What follows belongs to an exercise in optimizing a design on an open flow for small area, a short achievable clock period and few clock cycles per item; a production flow would make more cautious choices.
No activity file was given, so power comes from the tool's default toggle rates.

P:
==> flow/design.v (excerpt) <==
module flanger_sweep_state_machine #(
    parameter N = 32,              
    parameter L = 24               
) (
    input  wire        clk,
    input  wire        rst,
    input  wire        key_valid,
    input  wire [7:0]  key_char,
    input  wire        btn,
    input  wire        in_valid,
    output wire        in_ready,
    input  wire [15:0] mic,
    input  wire [15:0] gen,
    output reg         out_valid,
    input  wire        out_ready,
    output reg  [31:0] out_data,
    output reg         out_last,
    output reg         out_ev_valid,
    output reg         out_ev_kind,    
    output reg  [7:0]  out_ev_arg,
    output wire [15:0] gen_freq
);
make LEC_CHECK=0 CAP_MARGIN=20 CORE_MARGIN=2 CORE_UTILIZATION=40 CTS_BUF_LIST=sky130_fd_sc_hd__clkbuf_16 CTS_CLUSTER_DIAMETER=90 CTS_CLUSTER_SIZE=20 SETUP_SLACK_MARGIN=5 SLEW_MARGIN=20 finish   # period 8.0 ns
run.sh (not shown) runs the stock make flow with config.mk's settings and CLKGATE_MAP_FILE= SYNTH_SCRIPT=/design/flow/synth_recipe.tcl, a recipe that flattens the netlist after the stock synthesis.
Both conditions hold for P: the flow ran to the end and the final layout passed the timing, DRC and antenna checks.
Modified inputs, Q compared to P
--- a/flow/design.v
+++ b/flow/design.v
@@ -636,24 +636,22 @@
     always @(posedge clk) begin
         if (rst)
             v1 <= 1'b0;
         else if (rdy)
             v1 <= in_valid;
         if (rdy) begin
             l1   <= last;
             inj1 <= is_crush ? inj_in : 5'd0;
+            a1   <= a_in;
+            one1 <= one_in;
+            two1 <= two_in;
+            neg1 <= neg_in;
         end
     end
-    always @(posedge clk) begin
-        a1   <= a1   ^ ({16{rdy}} & (a_in   ^ a1));
-        one1 <= one1 ^ ({8{rdy}}  & (one_in ^ one1));
-        two1 <= two1 ^ ({8{rdy}}  & (two_in ^ two1));
-        neg1 <= neg1 ^ ({8{rdy}}  & (neg_in ^ neg1));
-    end
     wire [31:0] ps, pc;
     fx_mul u_mul (
         .A(a1), .one(one1), .two(two1), .neg(neg1), .inj(inj1),
         .R0(ps), .R1(pc)
     );
     reg        v2, l2;
     reg [31:0] s2, k2;
     always @(posedge clk) begin
- On met3 track demand over resource in global routing, the higher figure sits with Q, not P.
- In the tables for Q and P, number of multi-input logic gates reads lower with P.
- Going from P to Q, fraction of met1 tracks used by global routing +1.8 points; clock latency at the later pin of the worst-skew pair -30 ps; instance count along the most critical hold path ~0 delta; final area -210 µm².
- Q -> P: maximum buffer depth of the clock tree delta 0, exact match
- Looking at Q and P, the initial standard-cell utilization of the core is a wash.
- Combined global-route utilization of all metal layers of P is on par with Q.
- The lower layout filler cell count of Q and P is in P.
- The register cell area after layout on P is in line with that on Q.
- Of the two candidates, P has the worse hold slack and Q the better one.
- Going from P to Q, post-route clock period utilization moved up, combinational cell fraction of total power moved up.
No functional check of the RTL was part of any run of this note.

flanger_sweep_state_machine, a different RTL version from the one above (not shown whole).
Size: roughly 2,200 cells after synthesis, roughly 110 I/O pins, roughly 28,000 sq um of cells after synthesis.
Settings: LEC_CHECK=0, CAP_MARGIN=20, CORE_MARGIN=2, CORE_UTILIZATION=40, CTS_BUF_LIST=sky130_fd_sc_hd__clkbuf_8, CTS_CLUSTER_DIAMETER=70, CTS_CLUSTER_SIZE=16, SETUP_SLACK_MARGIN=4.8, SLEW_MARGIN=20; clock period 8.0 ns.
==> next run, changes <==
--- a/flow/design.v
+++ b/flow/design.v
@@ -522,63 +522,32 @@
             new_depth = depth + 3'd1;
         if (key_pend && k_minus && depth > MIN_DEPTH)
             new_depth = depth - 3'd1;
     end
     wire [1:0] new_mode = (key_pend && k_mode) ? key_mode : mode;
     wire       new_src  = src_sel ^ btn_pend;
-    reg  [1:0] cur_mode;
-    reg        cur_src;
-    reg  [2:0] cur_depth;
-    wire       acc_first = acc && first;
-    wire [1:0] mode_n    = acc_first ? new_mode  : mode;
-    wire       src_n     = acc_first ? new_src   : src_sel;
-    wire [2:0] depth_n   = acc_first ? new_depth : depth;
-    wire       kp_n      = key_valid || (key_pend && !acc_first);
-    wire       bp_n      = btn || (btn_pend && !acc_first);
-    wire [7:0] kq_n      = key_valid ? key_char : key_q;
-    wire       first_n   = acc ? last : first;
-    wire n_f     = (kq_n == 8'h66);
-    wire n_r     = (kq_n == 8'h72);
-    wire n_b     = (kq_n == 8'h62);
-    wire n_mode  = (kq_n == 8'h6E) | n_f | n_r | n_b;
-    wire n_plus  = (kq_n == 8'h2B);
-    wire n_minus = (kq_n == 8'h2D);
-    wire [1:0] n_key_mode = n_f ? M_FLAN : n_r ? M_RING : n_b ? M_CRUSH : M_NONE;
-    reg [2:0] n_new_depth;
-    always @(*) begin
-        n_new_depth = depth_n;
-        if (kp_n && n_plus && depth_n < MAX_DEPTH)
-            n_new_depth = depth_n + 3'd1;
-        if (kp_n && n_minus && depth_n > MIN_DEPTH)
-            n_new_depth = depth_n - 3'd1;
-    end
-    always @(posedge clk) begin
-        if (rst) begin
-            cur_mode  <= M_NONE;
-            cur_src   <= 1'b0;
-            cur_depth <= MIN_DEPTH;
-        end else begin
-            cur_mode  <= first_n ? ((kp_n && n_mode) ? n_key_mode : mode_n) : mode_n;
-            cur_src   <= first_n ? (src_n ^ bp_n) : src_n;
-            cur_depth <= first_n ? n_new_depth : depth_n;
-        end
-    end
+    wire [1:0] cur_mode  = first ? new_mode  : mode;
+    wire       cur_src   = first ? new_src   : src_sel;
+    wire [2:0] cur_depth = first ? new_depth : depth;
     always @(posedge clk) begin
         if (rst) begin
             mode     <= M_NONE;
             src_sel  <= 1'b0;
             depth    <= MIN_DEPTH;
             key_pend <= 1'b0;
             btn_pend <= 1'b0;
             cnt      <= 0;
         end else begin
-            if (acc)
+            if (acc) begin
                 cnt <= last ? 0 : cnt + 1'b1;
-            mode    <= mode_n;
-            src_sel <= src_n;
-            depth   <= depth_n;
+                if (first) begin
+                    mode    <= new_mode;
+                    src_sel <= new_src;
+                    depth   <= new_depth;
+                end
+            end
             if (key_valid)
                 key_pend <= 1'b1;
             else if (acc && first)
                 key_pend <= 1'b0;
             if (btn)
                 btn_pend <= 1'b1;
What happened: The new run finished clean; wire length came out lower by 0.50%; global-route usage is about the same; cell area decreases by 1.7%; die area drops by about 0.7%; count of clock-buffer cells in the layout falls by 3; hold slack gains 0.0091 ns; synthesized cell count decreases by 2.3%; final cell count goes down by about 2.5%; synthesized area drops by 0.68%; clock power fell by about 3%; fmax falls by 0.68%; total power rose by 27%; core utilization came out lower by 0.64 points; via count goes down by about 3%.
No run of this note included a check of the RTL's function; only the layout flow was run.

==> static timing again, ports no longer ideal <==
How much do the figures lean on ideal ports? The routed layouts below were timed once more, with nothing changed but the port constraints.
Step 1 sets driving cells, clkbuf_16 on the clock port and buf_2 on the other inputs (assumed; they add their load-dependent delay and slew).
Step 2 also shifts input and output timing later by t, the mid clock arrival at the registers, as if the neighbouring blocks saw the same clock.
Three values: ideal, step 1, step 2; two values: the first two.
run | shift t [ns] | slack for setup (ns) | worst setup path after step 2 | worst data-port slew with drivers (ns) | pins driven straight from the clock port
P | 0.657 | 4.817 / 4.817 / 4.355 | input to register | 0.12 | 1
Q | 0.641 | 4.802 / 4.802 / 4.419 | input to register | 0.11 | 1
the first run of note 2 | 0.734 | 4.786 / 4.786 / 4.197 | input to register | 0.10 | 1
the second run of note 2 | 0.731 | 4.764 / 4.764 / 4.219 | input to register | 0.15 | 1
After both steps every run listed still meets setup and hold. The setup slack of the first run of note 2, which loses most, moves by 0.000 ns with the drivers and by -0.589 ns with both steps.
